Source: an optimization exercise on an open RTL-to-GDS flow (aim: small area, a short achievable clock period and few clock cycles). Production flows keep margins and buffers that such runs may drop. The RTL was checked by simulation tests, not by an equivalence proof against the original design. Power and IR drop assume default switching activity.

--- design/flow/run.sh ---
#!/bin/bash
# synth_recipe.tcl (not shown) runs the flow's synth.tcl, then flattens the netlist and writes it again
# the make line also repeats each setting of config.mk as NAME=value (left out here)
make -C /OpenROAD-flow-scripts/flow DESIGN_CONFIG=/design/flow/config.mk WORK_HOME=/design/flow/orfs CLKGATE_MAP_FILE= SYNTH_SCRIPT=/design/flow/synth_recipe.tcl finish
--- design/flow/config.mk ---
export PLATFORM = sky130hd
export DESIGN_NAME = bk_unpack
export DESIGN_NICKNAME = bk_unpack
export VERILOG_FILES = /design/flow/design.v
export SDC_FILE = /design/flow/constraint.sdc
export NUM_CORES = 4
export LEC_CHECK = 0
export CAP_MARGIN = 20
export CORE_MARGIN = 2
export CORE_UTILIZATION = 40
export SLEW_MARGIN = 20
--- design/flow/constraint.sdc ---
create_clock -name core_clock -period 6.0 [get_ports {clk}]
set_input_delay 1.2000 -clock core_clock [delete_from_list [all_inputs] [get_ports {clk}]]
set_output_delay 1.2000 -clock core_clock [all_outputs]
set_load 0.01 [all_outputs]
--- design/flow/design.v ---
module bk_unpack (
    input  wire        clk,
    input  wire        rst,             
    input  wire        start,           
    input  wire [15:0] packed_size,
    input  wire [15:0] unpacked_size,
    input  wire [15:0] buf_len,
    output wire        idle,
    output reg         done,            
    output reg  [3:0]  status,
    output reg         mem_req,
    output reg         mem_we,
    output reg  [15:0] mem_addr,
    output reg  [7:0]  mem_wdata,
    input  wire        mem_gnt,
    input  wire [7:0]  mem_rdata
);
    localparam [3:0] ST_OK        = 4'd0,
                     ST_CHECKSUM  = 4'd1,
                     ST_TRAILER   = 4'd3,
                     ST_BUFSMALL  = 4'd4,
                     ST_SIZE      = 4'd5,
                     ST_READBND   = 4'd6,
                     ST_WRITEBND  = 4'd7,
                     ST_REFBND    = 4'd8;
    localparam [4:0] S_IDLE     = 5'd0,
                     S_WREQ     = 5'd1,    
                     S_WDATA    = 5'd2,    
                     S_LEN      = 5'd3,    
                     S_CRC      = 5'd4,    
                     S_CHUNK    = 5'd5,    
                     S_TOP      = 5'd6,    
                     S_GETBITS  = 5'd7,    
                     S_REFILL   = 5'd8,    
                     S_B1       = 5'd9,
                     S_B2       = 5'd10,
                     S_C        = 5'd11,
                     S_CNT110   = 5'd12,
                     S_LITCNT   = 5'd13,
                     S_OFF      = 5'd14,
                     S_LIT      = 5'd15,
                     S_LITWR    = 5'd16,
                     S_REF      = 5'd17,
                     S_REFRD    = 5'd18,
                     S_REFDATA  = 5'd19,
                     S_REFWR    = 5'd20,
                     S_FINISH   = 5'd21;
    reg  [4:0]  state;
    reg  [4:0]  wret;         
    reg  [4:0]  gret;         
    reg  [15:0] r_unpacked;
    reg  signed [17:0] src;   
    reg  signed [17:0] dst;   
    reg  signed [17:0] rem;   
    reg  [31:0] chunk;
    reg  [31:0] crc;
    reg  [31:0] word;
    reg  [1:0]  bidx;         
    reg  [3:0]  nbits;        
    reg  [11:0] acc;          
    reg  [8:0]  count;
    reg  [11:0] offset;
    reg  [7:0]  rbyte;
    reg         lit_mode;     
    assign idle = (state == S_IDLE);
    wire [31:0] word_next = {word[23:0], mem_rdata};
    wire signed [17:0] ref_addr = dst + $signed({6'd0, offset});
    always @(posedge clk) begin
        if (rst) begin
            state    <= S_IDLE;
            done     <= 1'b0;
            status   <= ST_OK;
            mem_req  <= 1'b0;
            mem_we   <= 1'b0;
        end else begin
            done <= 1'b0;
            case (state)
            S_IDLE: begin
                mem_req <= 1'b0;
                if (start) begin
                    r_unpacked <= unpacked_size;
                    if (packed_size < 16'd12) begin
                        status <= ST_TRAILER;
                        done   <= 1'b1;
                    end else if (packed_size > buf_len || unpacked_size > buf_len) begin
                        status <= ST_BUFSMALL;
                        done   <= 1'b1;
                    end else begin
                        src   <= $signed({2'b00, packed_size}) - 18'sd4;
                        bidx  <= 2'd0;
                        wret  <= S_LEN;
                        state <= S_WREQ;
                    end
                end
            end
            S_WREQ: begin
                mem_req  <= 1'b1;
                mem_we   <= 1'b0;
                mem_addr <= src[15:0] + {14'd0, bidx};
                if (mem_req && mem_gnt) begin
                    mem_req <= 1'b0;
                    state   <= S_WDATA;
                end
            end
            S_WDATA: begin
                word <= word_next;
                bidx <= bidx + 2'd1;
                if (bidx == 2'd3) begin
                    src   <= src - 18'sd4;
                    state <= wret;
                end else begin
                    state <= S_WREQ;
                end
            end
            S_LEN: begin
                if (word != {16'd0, r_unpacked}) begin
                    status <= ST_SIZE;
                    done   <= 1'b1;
                    state  <= S_IDLE;
                end else begin
                    rem   <= $signed({2'b00, r_unpacked});
                    dst   <= $signed({2'b00, r_unpacked}) - 18'sd1;
                    wret  <= S_CRC;
                    state <= S_WREQ;
                end
            end
            S_CRC: begin
                crc   <= word;
                wret  <= S_CHUNK;
                state <= S_WREQ;
            end
            S_CHUNK: begin
                chunk <= word;
                crc   <= crc ^ word;
                state <= S_TOP;
            end
            S_GETBITS: begin
                if (nbits == 4'd0) begin
                    state <= gret;
                end else if (chunk[31:1] != 31'd0) begin
                    acc   <= {acc[10:0], chunk[0]};
                    chunk <= chunk >> 1;
                    nbits <= nbits - 4'd1;
                end else if (src < 0) begin
                    status <= ST_READBND;
                    done   <= 1'b1;
                    state  <= S_IDLE;
                end else begin
                    bidx  <= 2'd0;
                    wret  <= S_REFILL;
                    state <= S_WREQ;
                end
            end
            S_REFILL: begin
                crc   <= crc ^ word;
                acc   <= {acc[10:0], word[0]};
                chunk <= {1'b1, word[31:1]};
                nbits <= nbits - 4'd1;
                state <= S_GETBITS;
            end
            S_TOP: begin
                if (rem <= 0) begin
                    state <= S_FINISH;
                end else begin
                    nbits <= 4'd1;
                    gret  <= S_B1;
                    acc   <= 12'd0;
                    state <= S_GETBITS;
                end
            end
            S_B1: begin
                if (acc[0] == 1'b0) begin
                    nbits <= 4'd1;
                    gret  <= S_B2;
                    acc   <= 12'd0;
                end else begin
                    nbits <= 4'd2;
                    gret  <= S_C;
                    acc   <= 12'd0;
                end
                state <= S_GETBITS;
            end
            S_B2: begin
                if (acc[0] == 1'b0) begin           
                    nbits    <= 4'd3;
                    lit_mode <= 1'b0;
                    gret     <= S_LITCNT;
                    acc      <= 12'd0;
                end else begin                      
                    count <= 9'd2;
                    nbits <= 4'd8;
                    gret  <= S_OFF;
                    acc   <= 12'd0;
                end
                state <= S_GETBITS;
            end
            S_C: begin
                case (acc[1:0])
                2'd0: begin count <= 9'd3; nbits <= 4'd9;  gret <= S_OFF;    acc <= 12'd0; end
                2'd1: begin count <= 9'd4; nbits <= 4'd10; gret <= S_OFF;    acc <= 12'd0; end
                2'd2: begin                nbits <= 4'd8;  gret <= S_CNT110; acc <= 12'd0; end
                default: begin lit_mode <= 1'b1; nbits <= 4'd8; gret <= S_LITCNT; acc <= 12'd0; end
                endcase
                state <= S_GETBITS;
            end
            S_CNT110: begin
                count <= {1'b0, acc[7:0]} + 9'd1;
                nbits <= 4'd12;
                gret  <= S_OFF;
                acc   <= 12'd0;
                state <= S_GETBITS;
            end
            S_LITCNT: begin
                if (lit_mode) begin
                    count <= {1'b0, acc[7:0]} + 9'd9;
                    rem   <= rem - $signed({9'd0, acc[7:0]}) - 18'sd9;
                end else begin
                    count <= {6'd0, acc[2:0]} + 9'd1;
                    rem   <= rem - $signed({15'd0, acc[2:0]}) - 18'sd1;
                end
                state <= S_LIT;
            end
            S_OFF: begin
                offset <= acc;
                rem    <= rem - $signed({9'd0, count});
                state  <= S_REF;
            end
            S_LIT: begin
                if (count == 9'd0) begin
                    state <= S_TOP;
                end else begin
                    nbits <= 4'd8;
                    gret  <= S_LITWR;
                    acc   <= 12'd0;
                    state <= S_GETBITS;
                end
            end
            S_LITWR: begin
                if (dst < 0) begin
                    status <= ST_WRITEBND;
                    done   <= 1'b1;
                    state  <= S_IDLE;
                end else begin
                    mem_req   <= 1'b1;
                    mem_we    <= 1'b1;
                    mem_addr  <= dst[15:0];
                    mem_wdata <= acc[7:0];
                    if (mem_req && mem_gnt) begin
                        mem_req <= 1'b0;
                        mem_we  <= 1'b0;
                        dst     <= dst - 18'sd1;
                        count   <= count - 9'd1;
                        state   <= S_LIT;
                    end
                end
            end
            S_REF: begin
                if (count == 9'd0) begin
                    state <= S_TOP;
                end else if (dst < 0) begin
                    status <= ST_WRITEBND;
                    done   <= 1'b1;
                    state  <= S_IDLE;
                end else if (ref_addr >= $signed({2'b00, r_unpacked})) begin
                    status <= ST_REFBND;
                    done   <= 1'b1;
                    state  <= S_IDLE;
                end else begin
                    state <= S_REFRD;
                end
            end
            S_REFRD: begin
                mem_req  <= 1'b1;
                mem_we   <= 1'b0;
                mem_addr <= ref_addr[15:0];
                if (mem_req && mem_gnt) begin
                    mem_req <= 1'b0;
                    state   <= S_REFDATA;
                end
            end
            S_REFDATA: begin
                rbyte <= mem_rdata;
                state <= S_REFWR;
            end
            S_REFWR: begin
                mem_req   <= 1'b1;
                mem_we    <= 1'b1;
                mem_addr  <= dst[15:0];
                mem_wdata <= rbyte;
                if (mem_req && mem_gnt) begin
                    mem_req <= 1'b0;
                    mem_we  <= 1'b0;
                    dst     <= dst - 18'sd1;
                    count   <= count - 9'd1;
                    state   <= S_REF;
                end
            end
            S_FINISH: begin
                status <= (crc != 32'd0) ? ST_CHECKSUM : ST_OK;
                done   <= 1'b1;
                state  <= S_IDLE;
            end
            default: state <= S_IDLE;
            endcase
        end
    end
endmodule
==> summary.txt <==
Status
  • Status: complete, no violations

Pwr
  • LEAKAGE: between 6 and 7 nW
  • Total power: 5.76 mW
  • Worst vdd ir: roughly 0.22 mV
  • Pwr dens: 306 nW/µm²

Routing
  • Final WL: 48.4 mm
  • Initial DRT Pass Iterations: 5
  • Vias per cell: 5.72
  • Drt wl/cell: 21.2 µm
  • DRC: 0
  • Via count: ~13000
  • Drt first-iter violations: 1237
  • Post-route ant nets: 0

Timing
  • Final setup viols: 0
  • Fin. Hold Viols: 0
  • Final Skew: between 15 and 20 ps
  • Worst-Margin Slew: 1090 ps
  • Pins Over Slew Limit: 0
  • Slew HR: 0.273
  • RSZ-0062 raised after global routing: no
  • Min cycle time layout: 4500 ps
  • Setup TNS: 0 ps
  • Hold Slack: 421 ps
  • FMAX: 222 MHz
  • Fin crit share: 0.750

Synthesis
  • FFs w/ async S/R, synth: 0
  • Most instantiated cells after synthesis: 247 x edfxtp_1, 206 x nand2_1, 143 x nor2_1
  • Syn Inst Count: 1651
  • Yosys top cell area share: 0.453
  • Seq cells post-synth: between 200 and 300
  • Cell Area, Synth: around 16000 µm²
  • Count of different cell masters after synthesis: 73
  • Sequential-to-total area share from yosys stat: 0.468
  • Count leader, synth: edfxtp_1
  • Avg Inst Size Synth: 9.91 µm²
  • Number of enable flip-flop cells after synthesis: between 200 and 250
  • Dominant synthesized flop cell: edfxtp_1
  • Synthesized Nets: 1818
  • Yosys Warn Count: 1
  • Synth top area cells: edfxtp_1 45%, ha_1 7.7%, xnor2_1 5.9%
  • Top cell type by total area after synthesis: edfxtp_1

GRT
  • First-pass GRT wire length: 73.3 mm
  • Initial antenna violation count: 0
  • Largest net degree at the start of global routing: 38
  • Vias in the first global route: 12452
  • GR Util All Layers: 0.226
  • Total gr overflow: 0

Worst setup path
  • Critical Path RT: 6480 ps
  • Slowest library cell on the worst path: or4_4
  • Startpoint Class: flip-flop
  • Cell chain of the critical path: ha_1 > nor2b_1 > o31a_2 > o211ai_1 > nand2_1 > and3_1 > xor2_1 > ha_1 > nand2_1 > nor3_1 > o41ai_1 > and3_2 > a22o_1 > or4_4 > a221oi_1
  • Slowest cell delay on critical path: 600 ps
  • Worst setup EP type: flip-flop
  • Critical Path AT: 4980 ps
  • Crit-path max FO: 6
  • Critical path class: reg2reg

Place
  • Hpwl dp: 36.1 mm
  • Routability congestion estimate from global placement: 0.955
  • Input/output buffers: 91

Die
  • I/O pins: 92
  • Die width: 206 µm
  • Row cnt: 74
  • DIE AREA: 42500 µm²
  • Initial Util: 0.403
  • Core box area: 40600 µm²
  • Die height: 206 µm

Clock network
  • Root buf cell: clkbuf_16
  • CTS resizes: 0
  • Clock tree buffer depth: 3
  • Cts bufs inserted: 30
  • Clk sinks: between 200 and 300
  • Post-CTS setup buffer count: 0
  • Worst skew pair latency: 580 ps
  • Clock transition at path regs: 70 ps
  • H-tree levels: 1
  • Hold_buf cts: 0
  • CTS tree: done

Finish
  • Antenna diodes: 0
  • Layout cells sized above 1: 0.0616
  • # fillers: roughly 3900
  • Layout Nets: 1898
  • Area grow syn2layout: 15.2%

Run
  • Max Cap Viol: 0

Min path
  • Hold WC Path Type: reg2reg
## worst max-delay path, delay by kind of cell (launching register included)
kind / cells / cell delay, ps
adder cells (fa/ha/maj): 2 / 690
AO/OA/AOI/OAI: 5 / 1410
AND/OR/NAND/NOR: 7 / 1690
flip-flops: 1 / 480
XOR/XNOR: 1 / 160
## where the power goes
part | total, mW | switching, mW | internal (mW)
clock | 1.81 | 0.763 | 1.04
combinational | 1.48 | 0.899 | 0.579
sequential | 2.48 | 0.224 | 2.25
total | 5.76 | 1.89 | 3.88
## cells in the final DEF (no fill, tap or decap), types with 40 or more instances in the layout
| cell | Yosys | routed |
|---|---|---|
| a22oi_1 | 40 | 40 |
| a21oi_1 | 89 | 87 |
| inv_1 | 101 | 101 |
| xnor2_1 | 110 | 110 |
| nor2_1 | 143 | 140 |
| ha_1 | 101 | 101 |
| o21ai_0 | 69 | 69 |
| nor3_1 | 51 | 50 |
| nand2_1 | 206 | 206 |
| xor2_1 | 45 | 45 |
| edfxtp_1 | 247 | 247 |
| clkdlybuf4s50_1 | 0 | 91 |
## through the flow
step / cell area, µm² / cells / utilization / setup slack [ps]
after floorplan: 16400 / 1651 / - / 325
after detailed placement: 17900 / 2231 / 0.441 / 1580
final: 18800 / 2286 / 0.464 / 1500
after global placement: 17900 / 2230 / 0.440 / 1680
after CTS: 18800 / 2286 / 0.464 / 1580
after global routing: 18800 / 2286 / 0.464 / 1300
## cell type report
class                      count  area [µm²]  share of cell area
clock inverter                23         211              0.0112
inverter                     102         383              0.0203
multi-input combinational   1225        8080               0.429
clock buffer                  32         758              0.0403
tap                          532         666              0.0353
timing repair buffer         113        1080              0.0571
sequential                   259        7660               0.407
## cells by family after synthesis
kind of cell,synth area share
AO/OA/AOI/OAI,0.140
XOR/XNOR,0.0830
adder cells (fa/ha/maj),0.0846
buffers and inverters,0.0407
flip-flops,0.468
multiplexers,0.00857
AND/OR/NAND/NOR,0.175
## per-layer routing
metal / share of wire / global-route usage / vias up
li1: - / - / 6199
met5: 0 / 0 / -
met2: 0.45 / 0.353 / 505
met4: 0.026 / 0.0661 / 0
met3: 0.079 / 0.0372 / 77
met1: 0.45 / 0.322 / 6299
## registers in the layout, summed over array words and instances (netlist names), 2 cells and up
signal and cells:
chunk 32, crc 32, word 32, dst 18, rem 18, src 18
mem_addr 16, r_unpacked 16, acc 12, offset 12, count 9, mem_wdata 8
rbyte 8, gret 5, state 5, nbits 4, status 4, wret 4
bidx 2
## final timing paths
kind,startpoint,end,slack [ps],cells past startpoint
setup / recovery,dst[2]$_DFFE_PP_,status[1]$_SDFFE_PP0P_,1500,15
hold / removal,acc[11]$_DFFE_PP_,offset[11]$_DFFE_PP_,420,0
setup reg to reg,dst[2]$_DFFE_PP_,status[1]$_SDFFE_PP0P_,1500,15
hold reg to reg,acc[11]$_DFFE_PP_,offset[11]$_DFFE_PP_,420,0
Testbench counts, summed over its fixed seeds: cycles 678,570.

[port drivers added, routing unchanged]
The flow's constraints put no driver on any port. The routed layout listed below was extracted and timed again, unchanged, in two steps.
Step 1: set_driving_cell puts a clkbuf_16 on clk and a buf_2 on each other input, an assumption about the parent block.
Step 2, shift: input delay + t, output delay - t, t = (earliest + latest rising clock arrival at the registers) / 2. This alone moves slack from input paths to output paths.
Three values: ideal, step 1, step 2; two values: the first two.
t, ns: 0.622
setup slack, ns: 1.498 / 1.498 / 1.498
latest minus earliest clock arrival (ns): 0.021 / 0.020
slew at the worst register clock pin (ns): 0.07 / 0.07
worst data-port slew with drivers (ns): 0.05
After both steps setup and hold are still met in this run. For this run, drivers alone change the setup slack by 0.000 ns; drivers and shift together by 0.000 ns.
